From an optimization exercise on the open Yosys and OpenROAD flow, aimed at small area and a short achievable clock period; shortcuts taken in it are not production practice. At most, simulation tests tie the RTL to the original design; equivalence was not proved. Power is estimated from default activity; no workload was simulated.

P:
==> flow/design.v <==
module crc16_tab (
    input  wire [7:0]  x,
    output reg  [15:0] t
);
    integer k;
    always @(*) begin
        t = {x, 8'h00};
        for (k = 0; k < 8; k = k + 1)
            t = t[15] ? ((t << 1) ^ 16'h1021) : (t << 1);
    end
endmodule
module crc16_last (
    input  wire [15:0] c,
    input  wire [15:0] r,
    output wire [7:0]  d_want,
    output wire        c_ok
);
    wire [7:0] y = r[7:0];
    wire [7:0] v = {y[7] ^ y[2], y[6] ^ y[1], y[5] ^ y[0], y[4],
                    y[7] ^ y[3] ^ y[2], y[6] ^ y[2] ^ y[1], y[5] ^ y[1] ^ y[0],
                    y[4] ^ y[0]};
    wire [7:0] k = {y[3], y[2], y[1], y[7] ^ y[2] ^ y[0], y[6] ^ y[1],
                    y[5] ^ y[0], y[4], y[3]};
    assign d_want = c[15:8] ^ v;
    assign c_ok   = (c[7:0] == (r[15:8] ^ k));
endmodule
module dispatch_rom (
    input  wire [7:0] opcode,
    output reg  [3:0] handler,
    output reg  [7:0] resp_op
);
    always @(*) begin
        case (opcode)
            8'h65:   begin handler = 4'd1; resp_op = 8'h66; end
            8'h10:   begin handler = 4'd2; resp_op = 8'h11; end
            8'h22:   begin handler = 4'd3; resp_op = 8'h23; end
            8'h31:   begin handler = 4'd4; resp_op = 8'h32; end
            8'h40:   begin handler = 4'd5; resp_op = 8'h41; end
            8'h50:   begin handler = 4'd6; resp_op = 8'h51; end
            8'h7A:   begin handler = 4'd7; resp_op = 8'h7B; end
            8'h81:   begin handler = 4'd8; resp_op = 8'h82; end
            default: begin handler = 4'd0; resp_op = 8'h00; end
        endcase
    end
endmodule
module dispatch_len (
    input  wire [3:0] handler,
    input  wire [8:0] n,
    output reg        in_range
);
    always @(*) begin
        case (handler)
            4'd1:    in_range = (n == 9'd7);                      
            4'd2:    in_range = (n == 9'd6);                      
            4'd3:    in_range = (n <= 9'd10);                     
            4'd4:    in_range = (n == 9'd8);                      
            4'd5:    in_range = 1'b1;                             
            4'd6:    in_range = (n >= 9'd10) & (n <= 9'd70);      
            4'd7:    in_range = (n >= 9'd14) & (n <= 9'd22);      
            default: in_range = 1'b0;                             
        endcase
    end
endmodule
module frame_rx #(
    parameter MAX_FRAME_LEN = 256
) (
    input  wire        clk,
    input  wire        rst,
    input  wire        start,
    input  wire [1:0]  cfg_fmt,       
    input  wire        cfg_srv,       
    input  wire [15:0] cfg_tmo,       
    input  wire [15:0] cfg_fixlen,    
    input  wire        rx_valid,
    input  wire [7:0]  rx_data,
    output wire        rx_ready,
    input  wire        tick,
    input  wire        fault,
    output wire        awaiting_body,
    output wire        res_valid,
    output wire [3:0]  res_code,
    output wire [3:0]  res_cause,
    output wire [7:0]  res_rxst,
    output wire [15:0] rx_count,
    output wire [15:0] rx_lenfield,
    output wire [15:0] target,
    output wire [15:0] idle_count,
    output wire [15:0] field_rcv,
    output wire [15:0] field_calc,
    output wire [1:0]  dcode,
    output wire [7:0]  handler,
    output wire [7:0]  resp_op,
    output wire [7:0]  req_op,
    output wire        disp_ok,
    output wire [7:0]  disp_handler
);
    localparam CODE_OK        = 4'h0;
    localparam CODE_DEVSTAT   = 4'h1;
    localparam CODE_TIMEOUT   = 4'h2;
    localparam CODE_INTEGRITY = 4'h3;
    localparam CODE_LENREJ    = 4'h4;
    localparam CODE_TFAULT    = 4'h5;
    localparam CODE_CMDERR    = 4'h6;
    localparam CODE_NONE      = 4'hF;
    localparam CAUSE_BAD_OP     = 2'd1;
    localparam CAUSE_BAD_LENGTH = 2'd3;
    localparam DC_NONE    = 2'd0;
    localparam DC_OK      = 2'd1;
    localparam DC_UNKNOWN = 2'd2;
    localparam DC_BADLEN  = 2'd3;
    reg        active;       
    reg        fzb;          
    reg        ffix;         
    reg        dsp;          
    reg [15:0] tmo;          
    reg        tmo_hit;      
    reg        lastb;        
    reg [5:0]  pos;          
    reg [15:0] acc;          
    reg [15:0] frcv;         
    reg [15:0] lf;           
    reg [7:0]  b0;
    reg [3:0]  hnd;          
    reg [7:0]  rsp;          
    reg [7:0]  b5;
    reg        done;         
    reg        ge3;          
    reg        rv;
    reg [3:0]  rc;
    reg [1:0]  rcz;
    reg [7:0]  rxst;
    reg [8:0]  cnt;
    reg [8:0]  tgt;
    reg [15:0] idle;
    reg [1:0]  dc;
    reg        dnz;          
    reg        dok;          
    assign rx_ready      = active;
    assign awaiting_body = active & ge3;
    assign res_valid     = rv;
    assign res_code      = rc;
    assign res_cause     = {2'b00, rcz};
    assign res_rxst      = rxst;
    assign rx_count      = {7'd0, cnt};
    assign rx_lenfield   = lf & {16{ge3}};
    assign target        = {7'd0, tgt};
    assign idle_count    = idle;
    assign field_rcv     = frcv & {16{done}};
    assign field_calc    = acc & {16{done}};
    assign dcode         = dc;
    assign handler       = {4'd0, hnd & {4{dc[0]}}};
    assign resp_op       = rsp & {8{dc[0]}};
    assign req_op        = b0 & {8{dnz}};
    assign disp_ok       = dok;
    assign disp_handler  = {4'd0, hnd & {4{dok}}};
    wire [7:0] b = rx_data;
    wire [15:0] t_acc, t_b;
    crc16_tab u_ta (.x(acc[15:8]), .t(t_acc));
    crc16_tab u_tb (.x(b & {8{~(pos[3] | pos[4])}}), .t(t_b));
    wire [15:0] crc_next = pos[0] ? (16'hFF00 ^ 16'h1EF0 ^ t_b) : ({acc[7:0], 8'h00} ^ t_acc ^ t_b);
    wire [7:0] crc_want;
    wire       crc_ok;
    crc16_last u_last (.c(acc), .r(frcv), .d_want(crc_want), .c_ok(crc_ok));
    wire [7:0] want  = fzb ? ~acc[7:0] : crc_want;
    wire       valid = (b == want) & (fzb | crc_ok);
    wire [7:0] status = pos[5] ? b : b5;
    wire       st_ok  = fzb | (status == 8'h00);
    wire [7:0] b1        = lf[15:8];
    wire       b1_zero   = ~(|b1);
    wire       b1_one    = (b1 == 8'd1);
    wire       std_ok    = (b1_zero & (b >= 8'd6)) | (b1_one & ~(|b));
    wire       zb_ok     = b1_zero & (|b) & (b <= 8'd252);
    wire       len_bad   = fzb ? ~zb_ok : ~std_ok;
    wire [8:0] std_tgt   = {b1[0], b} & {9{std_ok}};
    wire [8:0] zb_tgt    = ({1'b0, b} + 9'd4) & {9{zb_ok}};
    wire [8:0] len_tgt   = fzb ? zb_tgt : std_tgt;
    wire [3:0] b_hnd;
    wire [7:0] b_rsp;
    dispatch_rom u_rom (.opcode(b0), .handler(b_hnd), .resp_op(b_rsp));
    wire       in_range;
    dispatch_len u_len (.handler(hnd), .n(tgt), .in_range(in_range));
    wire [15:0] idle1  = idle + 16'd1;
    wire [15:0] inc2_flip;
    assign inc2_flip[0] = 1'b0;
    assign inc2_flip[1] = 1'b1;
    genvar gi;
    generate
        for (gi = 2; gi < 16; gi = gi + 1) begin : g_flip
            assign inc2_flip[gi] = &idle[gi-1:1];
        end
    endgenerate
    wire        idle2_hit = ((idle ^ tmo) == inc2_flip);
    wire [15:0] tmo_in = {cfg_tmo[15:1], cfg_tmo[0] | ~(|cfg_tmo[15:1])};
    wire fixlen_bad = (cfg_fixlen < 16'd6) || (cfg_fixlen > MAX_FRAME_LEN);
    wire cmd_op     = (cfg_fmt == 2'd3);
    wire cmd_len    = (cfg_fmt == 2'd2) & fixlen_bad;
    always @(posedge clk) begin
        if (!active) begin
            if (start) begin
                fzb     <= (cfg_fmt == 2'd1);
                ffix    <= (cfg_fmt == 2'd2);
                dsp     <= cfg_srv & (cfg_fmt != 2'd1);
                tmo     <= tmo_in;
                tmo_hit <= ~(|cfg_tmo[15:1]);
                lastb   <= 1'b0;
                pos     <= 6'b000001;
            end
        end else if (!fault) begin
            if (rx_valid) begin
                pos     <= {pos[4:0], 1'b0};
                tmo_hit <= (tmo == 16'd1);
                lastb   <= (cnt + 9'd2 == tgt) & ~pos[2];
            end else if (tick) begin
                tmo_hit <= idle2_hit;
            end
        end
    end
    always @(posedge clk) begin
        if (active && !fault && rx_valid) begin
            if (pos[0]) b0 <= b;
            if (pos[1]) begin
                lf[15:8] <= b;
                hnd <= b_hnd;
                rsp <= b_rsp;
            end
            if (pos[2]) lf[7:0]  <= b;
            if (pos[3]) frcv[15:8] <= b;
            if (pos[4]) frcv[7:0]  <= b;
            if (pos[5]) b5 <= b;
            if (lastb && fzb) frcv <= {8'h00, b};
        end
    end
    always @(posedge clk) begin
        if (active && !fault && rx_valid) begin
            if (!fzb)
                acc <= crc_next;
            else if (lastb)
                acc <= {8'h00, ~acc[7:0]};
            else if (pos[3])
                acc <= {8'h00, b};
            else if (ge3)
                acc[7:0] <= acc[7:0] + b;
        end
    end
    always @(posedge clk) begin
        if (rst) begin
            active <= 1'b0;
            done   <= 1'b0;
            ge3    <= 1'b0;
            rv     <= 1'b0;
            rc     <= CODE_NONE;
            rcz    <= 2'd0;
            rxst   <= 8'd0;
            cnt    <= 9'd0;
            tgt    <= 9'd0;
            idle   <= 16'd0;
            dc     <= DC_NONE;
            dnz    <= 1'b0;
            dok    <= 1'b0;
        end else if (!active) begin
            if (start) begin
                if (cmd_op) begin
                    rv   <= 1'b1;
                    rc   <= CODE_CMDERR;
                    rcz  <= CAUSE_BAD_OP;
                    rxst <= 8'd0;
                end else if (cmd_len) begin
                    rv   <= 1'b1;
                    rc   <= CODE_CMDERR;
                    rcz  <= CAUSE_BAD_LENGTH;
                    rxst <= 8'd0;
                end else begin
                    active <= 1'b1;
                    rv     <= 1'b0;
                    done   <= 1'b0;
                    ge3    <= 1'b0;
                    cnt    <= 9'd0;
                    tgt    <= (cfg_fmt == 2'd2) ? cfg_fixlen[8:0] : 9'd0;
                    idle   <= 16'd0;
                    dc     <= DC_NONE;
                    dnz    <= 1'b0;
                    dok    <= 1'b0;
                end
            end
        end else if (fault) begin
            active <= 1'b0;
            rv     <= 1'b1;
            rc     <= CODE_TFAULT;
            rcz    <= 2'd0;
            rxst   <= 8'd0;
        end else if (rx_valid) begin
            cnt  <= cnt + 9'd1;
            idle <= 16'd0;
            if (pos[2]) begin
                ge3 <= 1'b1;
                if (!ffix) begin
                    tgt <= len_tgt;
                    if (len_bad) begin
                        active <= 1'b0;
                        rv     <= 1'b1;
                        rc     <= CODE_LENREJ;
                        rcz    <= 2'd0;
                        rxst   <= 8'd0;
                    end
                end
            end
            if (lastb) begin
                active <= 1'b0;
                done   <= 1'b1;
                rv     <= 1'b1;
                rcz    <= 2'd0;
                if (!valid) begin
                    rc   <= CODE_INTEGRITY;
                    rxst <= 8'd0;
                end else if (st_ok) begin
                    rc   <= CODE_OK;
                    rxst <= 8'd0;
                end else begin
                    rc   <= CODE_DEVSTAT;
                    rxst <= status;
                end
                if (valid && dsp) begin
                    dnz <= 1'b1;
                    dok <= (hnd != 4'd0) & in_range;
                    dc  <= (hnd == 4'd0) ? DC_UNKNOWN : in_range ? DC_OK : DC_BADLEN;
                end
            end
        end else if (tick) begin
            if (tmo_hit) begin
                active <= 1'b0;
                rv     <= 1'b1;
                rc     <= CODE_TIMEOUT;
                rcz    <= 2'd0;
                rxst   <= 8'd0;
            end else begin
                idle <= idle1;
            end
        end
    end
endmodule
export LEC_CHECK = 0
export CAP_MARGIN = 20
export CORE_MARGIN = 2
export CORE_UTILIZATION = 40
export CTS_BUF_LIST = sky130_fd_sc_hd__clkbuf_8
export SETUP_SLACK_MARGIN = 3.0
export SLEW_MARGIN = 20
create_clock -name core_clock -period 6.0 [get_ports {clk}]
standard.sh (not shown) runs the stock make flow with config.mk's settings and CLKGATE_MAP_FILE= SYNTH_SCRIPT=/design/flow/synth_recipe.tcl, a recipe that flattens the netlist after the stock synthesis.
==> flow/flow/run.sh <==
#!/bin/bash
# Standard layout, with the port buffers made of plain buf cells instead of
# the delay buffers buffer_ports picks by default. Every port still gets one.
set -euo pipefail
export BUFFER_PORTS_ARGS="-buffer_cell sky130_fd_sc_hd__buf_1"
bash standard.sh > flow_make.log 2>&1
--- input diff P..Q ---
-- flow/design.v --
<<< P, line 124
    reg [7:0]  rsp;          
    reg [7:0]  b5;
    reg        done;         
    reg        ge3;          
>>> Q, line 124
    reg [7:0]  rsp;          
    reg [7:0]  b5;
    reg        b1z;          
    reg        b1o;          
    reg        done;         
    reg        ge3;          
<<< P, line 155
    assign disp_handler  = {4'd0, hnd & {4{dok}}};
    wire [7:0] b = rx_data;
    wire [15:0] t_acc, t_b;
    crc16_tab u_ta (.x(acc[15:8]), .t(t_acc));
    crc16_tab u_tb (.x(b & {8{~(pos[3] | pos[4])}}), .t(t_b));
    wire [15:0] crc_next = pos[0] ? (16'hFF00 ^ 16'h1EF0 ^ t_b) : ({acc[7:0], 8'h00} ^ t_acc ^ t_b);
    wire [7:0] crc_want;
    wire       crc_ok;
>>> Q, line 157
    assign disp_handler  = {4'd0, hnd & {4{dok}}};
    wire [7:0] b = rx_data;
    wire [15:0] crc_cur = pos[0] ? 16'hFFFF : acc;
    wire [15:0] t_idx;
    crc16_tab u_t (.x(crc_cur[15:8] ^ (b & {8{~(pos[3] | pos[4])}})), .t(t_idx));
    wire [15:0] crc_next = {crc_cur[7:0], 8'h00} ^ t_idx;
    wire [7:0] crc_want;
    wire       crc_ok;
<<< P, line 167
    wire       st_ok  = fzb | (status == 8'h00);
    wire [7:0] b1        = lf[15:8];
    wire       b1_zero   = ~(|b1);
    wire       b1_one    = (b1 == 8'd1);
    wire       std_ok    = (b1_zero & (b >= 8'd6)) | (b1_one & ~(|b));
    wire       zb_ok     = b1_zero & (|b) & (b <= 8'd252);
>>> Q, line 169
    wire       st_ok  = fzb | (status == 8'h00);
    wire [7:0] b1        = lf[15:8];
    wire       b1_zero   = b1z;
    wire       b1_one    = b1o;
    wire       std_ok    = (b1_zero & (b >= 8'd6)) | (b1_one & ~(|b));
    wire       zb_ok     = b1_zero & (|b) & (b <= 8'd252);
<<< P, line 221
            if (pos[1]) begin
                lf[15:8] <= b;
                hnd <= b_hnd;
                rsp <= b_rsp;
>>> Q, line 223
            if (pos[1]) begin
                lf[15:8] <= b;
                b1z <= (b == 8'd0);
                b1o <= (b == 8'd1);
                hnd <= b_hnd;
                rsp <= b_rsp;
### Flow results
- Q: met2 routing resource usage after global routing 0.27 points above P
- Summary — sequential fraction of the synthesis area, Q relative to P: higher, by 1.1 points.
- Per the comparison of Q with P, smallest setup slack after layout went up 0.014 ns, mean instance size in the synthesized netlist went up 3.4%, final weighted congestion in routability-driven placement went down 1.8%, cell count went down 53, final total power went up 1.9%.
- Worst hold slack (lower): Q
- P → Q: die area went down 1.1%, starting density of the core fell by 0.23 points.
Only the layout flow was run in P; the RTL was not checked for function there.

static timing again, ports no longer ideal:
How much do the figures lean on ideal ports? The routed layouts below were timed once more, with nothing changed but the port constraints. Step 1 (the two cells are an assumption about what drives the block):
set clk [get_ports {clk}]
set_driving_cell -lib_cell sky130_fd_sc_hd__clkbuf_16 $clk
set_driving_cell -lib_cell sky130_fd_sc_hd__buf_2 [delete_from_list [all_inputs] $clk]
Step 2 moves the port delays by t, midway between the first and last clock arrival at a register: inputs arrive t later, outputs are due t later. That takes back most of the time a late clock gives input paths. a / b / c = no drivers / after step 1 / after step 2; a / b = the first two.
run | shift t [ns] | setup slack, ns | hold WS [ns] | worst setup path at the end | worst register clock-pin slew, ns
P | 0.498 | 3.042 / 3.043 / 2.544 | 0.471 / 0.471 / 0.471 | input to register | 0.10 / 0.10
Q | 0.502 | 3.056 / 3.066 / 2.564 | 0.462 / 0.462 / 0.462 | input to register | 0.11 / 0.11
After both steps setup and hold are still met in every run listed. The setup slack of P, which loses most, moves by +0.001 ns with the drivers and by -0.498 ns with both steps.
